Background: an optimization exercise with open tools, aiming at small area, a short achievable clock period and few clock cycles per item. Do not read the settings as production practice. The RTL was checked by simulation tests, not by an equivalence proof against the original design. Power and IR drop assume default switching activity.

==> inputs of branch maple <==
==> flow/design.v <==
module tc_lzw_enc (
    input  wire        clk,
    input  wire        rst,         
    input  wire        in_valid,
    output wire        in_ready,
    input  wire [6:0]  in_sym,
    input  wire        in_last,
    output wire        out_valid,
    input  wire        out_ready,
    output wire [15:0] out_code,
    output wire        out_last
);
    localparam integer NENT = 256;           
    reg         ib_v;                        
    reg  [6:0]  ib_sym;
    reg         ib_last;
    reg         wv;                          
    reg  [8:0]  wc;                          
    reg  [8:0]  count;                       
    reg  [1:0]  occ;                         
    reg  [8:0]  h_code, t_code;              
    reg         h_last, t_last;
    wire fire = ib_v && (ib_last ? (occ == 2'd0) : (occ != 2'd2));
    assign in_ready  = !ib_v || fire;
    assign out_valid = (occ != 2'd0);
    assign out_code  = {7'd0, h_code};
    assign out_last  = h_last;
    reg  [15:0] ent [0:NENT-1];
    wire [255:0] hitv;
    wire [3:0] chi = count[7:4];
    wire [3:0] clo = count[3:0];
    wire [15:0] hi_gt, hi_eq, lo_gt;
    genvar g;
    generate
        for (g = 0; g < 16; g = g + 1) begin : g_cmp
            assign hi_gt[g] = count[8] | (chi > g);
            assign hi_eq[g] = (chi == g);
            assign lo_gt[g] = (clo > g);
        end
        for (g = 0; g < NENT; g = g + 1) begin : g_ent
            always @(posedge clk)
                if (count == g)
                    ent[g] <= {wc, ib_sym};
            assign hitv[g] = (hi_gt[g/16] | (hi_eq[g/16] & lo_gt[g%16])) &&
                             (ent[g] == {wc, ib_sym});
        end
    endgenerate
    reg [7:0] hidx;
    integer k;
    always @* begin
        hidx = 8'd0;
        for (k = 0; k < NENT; k = k + 1)
            if (hitv[k]) hidx = hidx | k[7:0];
    end
    wire hit = |hitv;
    reg        npush0, npush1;               
    reg [9:0]  d0, d1;                       
    always @* begin
        npush0 = 1'b0; npush1 = 1'b0;
        d0 = {1'b0, wc};
        d1 = {1'b1, 2'b00, ib_sym};
        if (fire) begin
            if (!wv) begin
                npush0 = ib_last;
                d0 = {1'b1, 2'b00, ib_sym};
            end else if (hit) begin
                npush0 = ib_last;
                d0 = {1'b1, 1'b1, hidx};
            end else begin
                npush0 = 1'b1;
                npush1 = ib_last;
            end
        end
    end
    wire       pop = (occ != 2'd0) && out_ready;
    wire [1:0] rem = occ - {1'b0, pop};
    always @(posedge clk) begin
        if (rst) begin
            ib_v  <= 1'b0;
            wv    <= 1'b0;
            count <= 9'd0;
            occ   <= 2'd0;
        end else begin
            if (in_valid && in_ready) begin
                ib_v    <= 1'b1;
                ib_sym  <= in_sym;
                ib_last <= in_last;
            end else if (fire) begin
                ib_v    <= 1'b0;
            end
            if (fire) begin
                if (!wv) begin
                    wc    <= {2'b00, ib_sym};
                    count <= 9'd0;
                    wv    <= !ib_last;
                end else begin
                    if (hit) begin
                        wc <= {1'b1, hidx};
                    end else begin
                        wc <= {2'b00, ib_sym};
                        if (count != NENT)
                            count <= count + 9'd1;
                    end
                    if (ib_last) begin
                        wv    <= 1'b0;
                        count <= 9'd0;
                    end
                end
            end
            occ <= rem + {1'b0, npush0} + {1'b0, npush1};
            case (rem)
                2'd0: begin
                    {h_last, h_code} <= d0;
                    {t_last, t_code} <= d1;
                end
                2'd1: begin
                    if (pop) {h_last, h_code} <= {t_last, t_code};
                    {t_last, t_code} <= d0;
                end
                default: ;
            endcase
        end
    end
endmodule
==> flow/run.sh <==
#!/bin/bash
# synth_recipe.tcl (not shown) runs the flow's synth.tcl, then flattens the netlist and writes it again
# the make line also repeats each setting of config.mk as NAME=value (left out here)
make -C /OpenROAD-flow-scripts/flow DESIGN_CONFIG=/design/flow/config.mk WORK_HOME=/design/flow/orfs CLKGATE_MAP_FILE= SYNTH_SCRIPT=/design/flow/synth_recipe.tcl finish
==> flow/config.mk <==
export PLATFORM = sky130hd
export DESIGN_NAME = tc_lzw_enc
export DESIGN_NICKNAME = tc_lzw_enc
export VERILOG_FILES = /design/flow/design.v
export SDC_FILE = /design/flow/constraint.sdc
export NUM_CORES = 4
export LEC_CHECK = 0
export CAP_MARGIN = 20
export CORE_MARGIN = 2
export CORE_UTILIZATION = 40
export SLEW_MARGIN = 20
export SYNTH_MEMORY_MAX_BITS = 16384
==> flow/constraint.sdc <==
create_clock -name core_clock -period 10.0 [get_ports {clk}]
set_input_delay 2.0000 -clock core_clock [delete_from_list [all_inputs] [get_ports {clk}]]
set_output_delay 2.0000 -clock core_clock [all_outputs]
set_load 0.01 [all_outputs]
==> branch onyx: changes against branch maple <==
==> flow/design.v (replaced) <==
module tc_lzw_enc (
    input  wire        clk,
    input  wire        rst,         
    input  wire        in_valid,
    output wire        in_ready,
    input  wire [6:0]  in_sym,
    input  wire        in_last,
    output wire        out_valid,
    input  wire        out_ready,
    output wire [15:0] out_code,
    output wire        out_last
);
    localparam integer NENT = 256;           
    reg         ib_v;                        
    reg  [6:0]  ib_sym;
    reg         ib_last;
    reg         sk_v;                        
    reg  [6:0]  sk_sym;
    reg         sk_last;
    reg         wv;                          
    reg  [8:0]  wc;                          
    wire [15:0] key = {wc, ib_sym};          
    function [15:0] QMASK(input integer q);
        QMASK = (q == 1) ? 16'hffff : (q == 2) ? 16'h5555 : (q == 3) ? 16'haaaa : 16'h0000;
    endfunction
    reg  [8:0]  wcq  [1:3];
    reg  [6:0]  ibq  [1:3];
    wire [15:0] keyq [0:3];
    assign keyq[0] = key;
    assign keyq[1] = {wcq[1], ibq[1]};
    assign keyq[2] = {wcq[2], ibq[2]};
    assign keyq[3] = {wcq[3], ibq[3]};
    reg         hv, tv;                      
    reg  [8:0]  h_code, t_code;              
    reg         h_last, t_last;
    wire fire = ib_v && (ib_last ? !hv : !tv);
    assign in_ready  = !sk_v;
    assign out_valid = hv;
    assign out_code  = {7'd0, h_code};
    assign out_last  = h_last;
    reg  [8:0]  acnt;                        
    reg         pv;                          
    reg  [15:0] pkey;
    reg         full;                        
    reg  [15:0] ent [0:NENT-1];
    wire [255:0] hitv;
    reg  [15:0] vhi_gt, vhi_eq, vlo_gt;
    wire [8:0]  acnt_inc = acnt + 9'd1;
    reg  [15:0] nhi_gt, nhi_eq, nlo_gt;
    integer     m;
    always @* begin
        for (m = 0; m < 16; m = m + 1) begin
            nhi_gt[m] = acnt_inc[8] | (acnt_inc[7:4] > m);
            nhi_eq[m] = !acnt_inc[8] & (acnt_inc[7:4] == m);
            nlo_gt[m] = (acnt_inc[3:0] > m);
        end
    end
    genvar g;
    generate
        for (g = 0; g < NENT; g = g + 1) begin : g_ent
            always @(posedge clk)
                if (acnt == g)
                    ent[g] <= pkey ^ QMASK(g / 64);
            assign hitv[g] = (vhi_gt[g/16] | (vhi_eq[g/16] & vlo_gt[g%16])) &&
                             (ent[g] == keyq[g / 64]);
        end
    endgenerate
    wire phit = pv && (pkey == key);
    reg [7:0] hidx;
    integer k;
    always @* begin
        hidx = phit ? acnt[7:0] : 8'd0;
        for (k = 0; k < NENT; k = k + 1)
            if (hitv[k]) hidx = hidx | k[7:0];
    end
    wire hit = phit || (|hitv);
    reg        npush0, npush1;               
    reg [9:0]  d0, d1;                       
    always @* begin
        npush0 = 1'b0; npush1 = 1'b0;
        d0 = {1'b0, wc};
        d1 = {1'b1, 2'b00, ib_sym};
        if (fire) begin
            if (!wv) begin
                npush0 = ib_last;
                d0 = {1'b1, 2'b00, ib_sym};
            end else if (hit) begin
                npush0 = ib_last;
                d0 = {1'b1, 1'b1, hidx};
            end else begin
                npush0 = 1'b1;
                npush1 = ib_last;
            end
        end
    end
    wire learn = fire && wv && !ib_last && !hit && !full;
    wire clear = fire && (!wv || ib_last);   
    integer    qi;
    wire [8:0] nwc = (!wv || !hit) ? {2'b00, ib_sym} : {1'b1, hidx};
    wire       ib_load = sk_v ? fire : (in_valid && (!ib_v || fire));
    wire [6:0] ib_src  = sk_v ? sk_sym : in_sym;
    wire       pop = hv && out_ready;
    wire       rh  = pop ? tv : hv;
    wire       rt  = !pop && tv;
    always @(posedge clk) begin
        if (rst) begin
            ib_v   <= 1'b0;
            sk_v   <= 1'b0;
            wv     <= 1'b0;
            acnt   <= 9'd0;
            pv     <= 1'b0;
            full   <= 1'b0;
            vhi_gt <= 16'd0;
            vhi_eq <= 16'd1;
            vlo_gt <= 16'd0;
            hv     <= 1'b0;
            tv     <= 1'b0;
        end else begin
            if (sk_v) begin
                if (fire) sk_v <= 1'b0;
            end else if (in_valid && ib_v && !fire) begin
                sk_v    <= 1'b1;
                sk_sym  <= in_sym;
                sk_last <= in_last;
            end
            if (ib_load) begin
                ib_v    <= 1'b1;
                ib_sym  <= ib_src;
                ib_last <= sk_v ? sk_last : in_last;
                for (qi = 1; qi < 4; qi = qi + 1)
                    ibq[qi] <= ib_src ^ QMASK(qi);
            end else if (fire) begin
                ib_v    <= 1'b0;
            end
            if (fire) begin
                wc <= nwc;
                for (qi = 1; qi < 4; qi = qi + 1)
                    wcq[qi] <= nwc ^ (QMASK(qi) >> 7);
                wv <= !ib_last;
            end
            if (clear) begin
                acnt   <= 9'd0;
                pv     <= 1'b0;
                full   <= 1'b0;
                vhi_gt <= 16'd0;
                vhi_eq <= 16'd1;
                vlo_gt <= 16'd0;
            end else begin
                if (pv) begin
                    acnt   <= acnt_inc;
                    vhi_gt <= nhi_gt;
                    vhi_eq <= nhi_eq;
                    vlo_gt <= nlo_gt;
                end
                pv <= learn;
                if (learn) begin
                    pkey <= key;
                    full <= (acnt + {8'd0, pv} == 9'd255);
                end
            end
            hv <= rh || npush0;
            tv <= rt || (rh && npush0) || npush1;
            if (!rh) begin
                {h_last, h_code} <= d0;
                {t_last, t_code} <= d1;
            end else begin
                if (pop) {h_last, h_code} <= {t_last, t_code};
                if (!rt) {t_last, t_code} <= d0;
            end
        end
    end
endmodule
==> flow/flow/run.sh (new file) <==
#!/bin/bash
set -euo pipefail
bash standard.sh SETUP_SLACK_MARGIN=6.5 finish > standard_flow.log 2>&1
==> flow/standard.sh (new file) <==
#!/bin/bash
# synth_recipe.tcl (not shown) runs the flow's synth.tcl, then flattens the netlist and writes it again
# the make line also repeats each setting of config.mk as NAME=value (left out here)
make -C /OpenROAD-flow-scripts/flow DESIGN_CONFIG=/design/flow/config.mk WORK_HOME=/design/flow/orfs CLKGATE_MAP_FILE= SYNTH_SCRIPT=/design/flow/synth_recipe.tcl "${@:-finish}"
- CORE_UTILIZATION: 40 -> 55
removed: flow/run.sh
==> summary.txt <==
Crit-path max cell delay: 1.14 ns
Pre-CTS setup slack: 3.37 ns
Flop2flop setup slack: 2.78 ns
Diodes inserted: 19
Post-CTS setup buffers: 0
Syn Area/Cell: 15.6 sq um
Post-Syn Area: 181,000 sq um
Filler cells: 39,200
Hold path start: t_last
Fraction of area in multi-input gates: 0.259
Comb group: 2.10 mW
Outcome: complete, no violations
Util after Layout: 0.448
Clock-cell share: 0.0664
That was branch maple.
==> summary.txt <==
Pre-CTS setup slack: 3.89 ns
Outcome: complete, no violations
Comb group: 1.45 mW
Crit-path max cell delay: 0.55 ns
Fraction of area in multi-input gates: 0.267
Clock-cell share: 0.0657
Post-CTS setup buffers: 265
Syn Area/Cell: 15.1 sq um
That was branch onyx.
Testbench counts of branch maple, summed over its fixed seeds: cycles 33,198, bytes 33,138.
Testbench counts of branch onyx, summed over its fixed seeds: cycles 33,198, bytes 33,138.

## port drivers added, routing unchanged
Ports are ideal in the flow. The routed layouts listed here were re-timed in OpenROAD.
Step 1, drivers: a clkbuf_16 drives clk and a buf_2 each remaining input, both assumed.
Step 2 moves the port delays by t, midway between the first and last clock arrival at a register: inputs arrive t later, outputs are due t later. That takes back most of the time a late clock gives input paths.
a / b / c = ideal / step 1 / step 2; a / b = the first two.
| run | t, ns | slack for setup (ns) | pins driven straight from the clock port |
|---|---|---|---|
| branch maple | 1.091 | 2.782 / 2.782 / 2.782 | 1 |
| branch onyx | 1.103 | 5.690 / 5.690 / 5.248 | 1 |
After both steps setup and hold are still met in every run listed. For branch onyx, which loses most, drivers alone change the setup slack by 0.000 ns; drivers and shift together by -0.442 ns.
